Context: an optimization exercise on an open-source flow, tuned for small area, a short achievable clock period and few clock cycles. The choices shown serve that exercise and are no tape-out recipe. Where RTL was checked, it was by simulation tests only, not by an equivalence proof against the original. Power is estimated from default activity; no workload was simulated.

## fdc_engine
module fdc_engine (
    input  wire        clk,
    input  wire        rst,
    input  wire        cmd_valid,
    output wire        cmd_ready,
    input  wire [31:0] cmd_word,
    input  wire [31:0] cmd_arg,
    input  wire        cmd_empty,
    input  wire        in_valid,
    output wire        in_ready,
    input  wire [7:0]  in_data,
    input  wire        in_last,
    output wire        out_valid,
    input  wire        out_ready,
    output wire [7:0]  out_data,
    output wire        done,
    output wire [7:0]  status
);
    localparam [7:0] OP_SETSTAFF = 8'h02;
    localparam [7:0] OP_RESET    = 8'h0A;
    localparam [7:0] OP_STUFF    = 8'h50;
    localparam [7:0] OP_UNSTUFF  = 8'h51;
    localparam [7:0] OP_MOD256   = 8'h60;
    localparam [7:0] OP_CRC16    = 8'h61;
    reg  [7:0]   cfg_esc;
    reg          cfg_en;
    wire [255:0] cfg_pat;
    reg        busy;          
    reg        idle;          
    reg        run;           
  ...
Size: about 1200 cells after synthesis, ~330 flip-flops.
export LEC_CHECK = 0
export CAP_MARGIN = 20
export CORE_MARGIN = 2
export CORE_UTILIZATION = 60
export PLACE_DENSITY = 0.75
export SETUP_SLACK_MARGIN = 1.5
export SLEW_MARGIN = 20
export SYNTH_HIERARCHICAL = 1
create_clock -name core_clock -period 3.6 [get_ports {clk}]
run.sh (not shown) runs the stock make flow with config.mk's settings and CLKGATE_MAP_FILE= SYNTH_SCRIPT=/design/flow/synth_recipe.tcl, a recipe that flattens the netlist after the stock synthesis.
Rerun with:
- CORE_UTILIZATION: 60 -> 40
- PLACE_DENSITY: 0.75 -> 0.6
Result: The new run finished clean; design area rises by 3.3%; total power rises by 4.7%; clock-buffer cell count rises by 4; clock power rises by 11%.
No run of this note included a check of the RTL's function; only the layout flow was run.

---

fdc_engine, a different RTL version from the one above (not shown whole).
For scale: about 1300 cells after synthesis, roughly 330 flip-flops, roughly 99 I/O pins, ~13000 sq um of cells after synthesis.
==> flow/config.mk <==
export PLATFORM = sky130hd
export DESIGN_NAME = fdc_engine
export DESIGN_NICKNAME = fdc_engine
export VERILOG_FILES = /design/flow/design.v
export SDC_FILE = /design/flow/constraint.sdc
export NUM_CORES = 4
export LEC_CHECK = 0
export CAP_MARGIN = 20
export CORE_MARGIN = 2
export CORE_UTILIZATION = 40
export PLACE_DENSITY = 0.6
export SETUP_SLACK_MARGIN = 1.65
export SLEW_MARGIN = 20
export SYNTH_HIERARCHICAL = 1
==> flow/constraint.sdc <==
create_clock -name core_clock -period 3.6 [get_ports {clk}]
set_input_delay 0.7200 -clock core_clock [delete_from_list [all_inputs] [get_ports {clk}]]
set_output_delay 0.7200 -clock core_clock [all_outputs]
set_load 0.01 [all_outputs]
Testbench counts at the start, summed over its fixed seeds: cycles 15,081.
Rerun with:
==> flow/flow/run.sh (new file) <==
#!/bin/bash
# Own layout flow: the standard ORFS flow, with the port buffers made
# from sky130_fd_sc_hd__buf_2 instead of the default delay-buffer family, and
# the timing repair free to change a cell's footprint. Everything else
# (synthesis, floorplan, power grid, CTS, routing) is the standard flow.
set -euo pipefail
W=$PWD
cat > "$W/own.mk" <<EOM
include $W/config.mk
export BUFFER_PORTS_ARGS = -buffer_cell sky130_fd_sc_hd__buf_2
export MATCH_CELL_FOOTPRINT = 0
EOM
sed "s#DESIGN_CONFIG=[^ ]*#DESIGN_CONFIG=$W/own.mk#" standard.sh > "$W/own_standard.sh"
bash "$W/own_standard.sh" > "$W/own_flow.log" 2>&1
==> flow/standard.sh (new file) <==
#!/bin/bash
# synth_recipe.tcl (not shown) runs the flow's synth.tcl, then flattens the netlist and writes it again
# the make line also repeats each setting of config.mk as NAME=value (left out here)
make -C /OpenROAD-flow-scripts/flow DESIGN_CONFIG=/design/flow/config.mk WORK_HOME=/design/flow/orfs CLKGATE_MAP_FILE= SYNTH_SCRIPT=/design/flow/synth_recipe.tcl "${@:-finish}"
--- a/flow/config.mk
+++ b/flow/config.mk
@@ -10,5 +10,5 @@
 export CORE_UTILIZATION = 40
 export PLACE_DENSITY = 0.6
-export SETUP_SLACK_MARGIN = 1.65
+export SETUP_SLACK_MARGIN = 1.5
 export SLEW_MARGIN = 20
 export SYNTH_HIERARCHICAL = 1
removed: flow/run.sh
Effect: Total power increases by 0.87%. Synthesized cell count does not change. Wire length shrinks by 6.7%. Global-route usage shrinks by 1.4 points.
Rerun with:
==> flow/run.sh (new file) <==
#!/bin/bash
# synth_recipe.tcl (not shown) runs the flow's synth.tcl, then flattens the netlist and writes it again
# the make line also repeats each setting of config.mk as NAME=value (left out here)
make -C /OpenROAD-flow-scripts/flow DESIGN_CONFIG=/design/flow/config.mk WORK_HOME=/design/flow/orfs CLKGATE_MAP_FILE= SYNTH_SCRIPT=/design/flow/synth_recipe.tcl finish
removed: flow/flow/run.sh
removed: flow/standard.sh
The changed run finished with timing, DRC and antenna clean.
Power goes up by 1.7%.
Wire length climbs by 0.50%.
Sequential power hardly moves.
Setup slack gets worse by 0.054 ns.

---

Another version of the RTL of fdc_engine (not shown whole).
For scale: about 1,300 cells after synthesis, about 330 flip-flops, roughly 99 I/O pins.
Settings: LEC_CHECK=0, CAP_MARGIN=20, CORE_MARGIN=2, CORE_UTILIZATION=40, PLACE_DENSITY=0.6, SETUP_SLACK_MARGIN=1.5, SLEW_MARGIN=20, SYNTH_HIERARCHICAL=1; clock period 3.6 ns.
Stock flow here: none of the scripts above is used.
The first run completed with no timing, DRC or antenna violations.
Rerun with:
--- a/flow/config.mk
+++ b/flow/config.mk
@@ -10,5 +10,4 @@
 export CORE_UTILIZATION = 40
 export PLACE_DENSITY = 0.6
-export SETUP_SLACK_MARGIN = 1.5
 export SLEW_MARGIN = 20
 export SYNTH_HIERARCHICAL = 1
=> Sequential share of layout area rose by 6.2 points; worst hold slack hardly moves; design area falls by about a fifth; wire length is lower by about a fifth; fmax fell by roughly a tenth; combinational power is lower by a quarter to a third; total power is lower by a little under a tenth; setup slack got worse by 0.31 ns; non-clock buffer count falls by 107; global-route usage falls by 4.2 points.
No run of this note included a check of the RTL's function; only the layout flow was run.

---

Another version of the RTL of fdc_engine (not shown whole).
Size: about 310 flip-flops.
==> flow/config.mk <==
export PLATFORM = sky130hd
export DESIGN_NAME = fdc_engine
export DESIGN_NICKNAME = fdc_engine
export VERILOG_FILES = /design/flow/design.v
export SDC_FILE = /design/flow/constraint.sdc
export NUM_CORES = 4
export LEC_CHECK = 0
export CAP_MARGIN = 20
export CORE_MARGIN = 2
export CORE_UTILIZATION = 40
export CTS_CLUSTER_DIAMETER = 60
export CTS_CLUSTER_SIZE = 60
export PLACE_DENSITY = 0.6
export SETUP_SLACK_MARGIN = 1.6
export SLEW_MARGIN = 20
export SYNTH_HIERARCHICAL = 1
==> flow/constraint.sdc <==
create_clock -name core_clock -period 3.6 [get_ports {clk}]
set_input_delay 0.7200 -clock core_clock [delete_from_list [all_inputs] [get_ports {clk}]]
set_output_delay 0.7200 -clock core_clock [all_outputs]
set_load 0.01 [all_outputs]
standard.sh (not shown) runs the stock make flow with config.mk's settings and CLKGATE_MAP_FILE= SYNTH_SCRIPT=/design/flow/synth_recipe.tcl, a recipe that flattens the netlist after the stock synthesis.
==> flow/flow/run.sh <==
#!/bin/bash
# Own layout flow: the standard ORFS flow, with the port buffers made
# from sky130_fd_sc_hd__buf_2 instead of the default delay-buffer family, and
# the timing repair free to change a cell's footprint. Everything else
# (synthesis, floorplan, power grid, CTS, routing) is the standard flow.
set -euo pipefail
W=$PWD
cat > "$W/own.mk" <<EOM
include $W/config.mk
export BUFFER_PORTS_ARGS = -buffer_cell sky130_fd_sc_hd__buf_2
export MATCH_CELL_FOOTPRINT = 0
EOM
sed "s#DESIGN_CONFIG=[^ ]*#DESIGN_CONFIG=$W/own.mk#" standard.sh > "$W/own_standard.sh"
bash "$W/own_standard.sh" > "$W/own_flow.log" 2>&1
Testbench counts at the start, summed over its fixed seeds: cycles 15,081.
==> next run, changes <==
CTS_CLUSTER_DIAMETER = not set   (was 60)
CTS_CLUSTER_SIZE = not set   (was 60)
SETUP_SLACK_MARGIN = 1.7   (was 1.6)
After rerunning: Worst setup slack gets better by 0.030 ns. Combinational power came out higher by about 28%. Cell area came out higher by 7.1%. Power came out higher by about 7%. Die area does not change. Register-to-register slack stays flat. Worst hold slack gets better by 0.017 ns. Maximum frequency came out higher by 1.5%.
==> next run, changes <==
CTS_CLUSTER_DIAMETER = 65   (was not set)
CTS_CLUSTER_SIZE = 40   (was not set)
What happened:
- setup slack is better by 0.053 ns
- cell area drops by 2.5%
- sequential share of layout area rose by 1.0 points
- global-route usage drops by 0.42 points
- via count goes down by 1.2%
==> next run, changes <==
SETUP_SLACK_MARGIN = 1.6   (was 1.7)
The changed run passed the timing, design-rule and antenna checks.
Count of clock-buffer cells in the layout went down by 5.
Total power went down by 11%.
Clock power went down by about 20%.
Combinational power went down by about 16%.
==> next run, changes <==
CTS_CLUSTER_DIAMETER = 70   (was 65)
CTS_CLUSTER_SIZE = 50   (was 40)
SETUP_SLACK_MARGIN = 1.65   (was 1.6)
The new run finished with timing, DRC and antenna clean. Critical path depth fell by 1. Final cell count went up by 0.43%. Global-route usage came out higher by 0.43 points. Hold slack degrades by 0.030 ns.

## separate check: timing with driven ports
The flow's constraints put no driver on any port. The routed layouts listed below were extracted and timed again, unchanged, in two steps.
Step 1: set_driving_cell puts a clkbuf_16 on clk and a buf_2 on each other input, an assumption about the parent block.
Step 2 also shifts input and output timing later by t, the mid clock arrival at the registers, as if the neighbouring blocks saw the same clock.
Three values: no drivers, after step 1, after step 2; two values: the first two.
run	t (ns)	slack for setup (ns)	worst setup path after step 2	worst register clock-pin slew, ns	pins driven straight from the clock port
the first run of note 1	0.566	1.452 / 1.466 / 0.900	input to register	0.07 / 0.07	1
the second run of note 1	0.555	1.519 / 1.519 / 1.000	input to register	0.07 / 0.07	1
the first run of note 2	0.572	1.515 / 1.500 / 0.928	input to register	0.06 / 0.06	1
the second run of note 2	0.564	1.512 / 1.510 / 0.946	input to register	0.06 / 0.06	1
the third run of note 2	0.568	1.458 / 1.482 / 0.915	input to register	0.07 / 0.07	1
the first run of note 3	0.575	0.899 / 0.899 / 0.384	input to register	0.07 / 0.07	1
the second run of note 3	0.559	0.589 / 0.610 / 0.050	input to register	0.06 / 0.06	1
the first run of note 4	0.597	1.590 / 1.613 / 1.017	input to register	0.10 / 0.10	1
the second run of note 4	0.555	1.621 / 1.621 / 1.111	input to register	0.06 / 0.06	1
the third run of note 4	0.599	1.674 / 1.628 / 1.081	input to register	0.11 / 0.11	1
the fourth run of note 4	0.576	1.645 / 1.620 / 1.084	input to register	0.11 / 0.11	1
the fifth run of note 4	0.585	1.658 / 1.641 / 1.095	input to register	0.12 / 0.12	1
After both steps setup and hold are still met in every run listed. For the third run of note 4, which loses most, drivers alone change the setup slack by -0.046 ns; drivers and shift together by -0.593 ns.
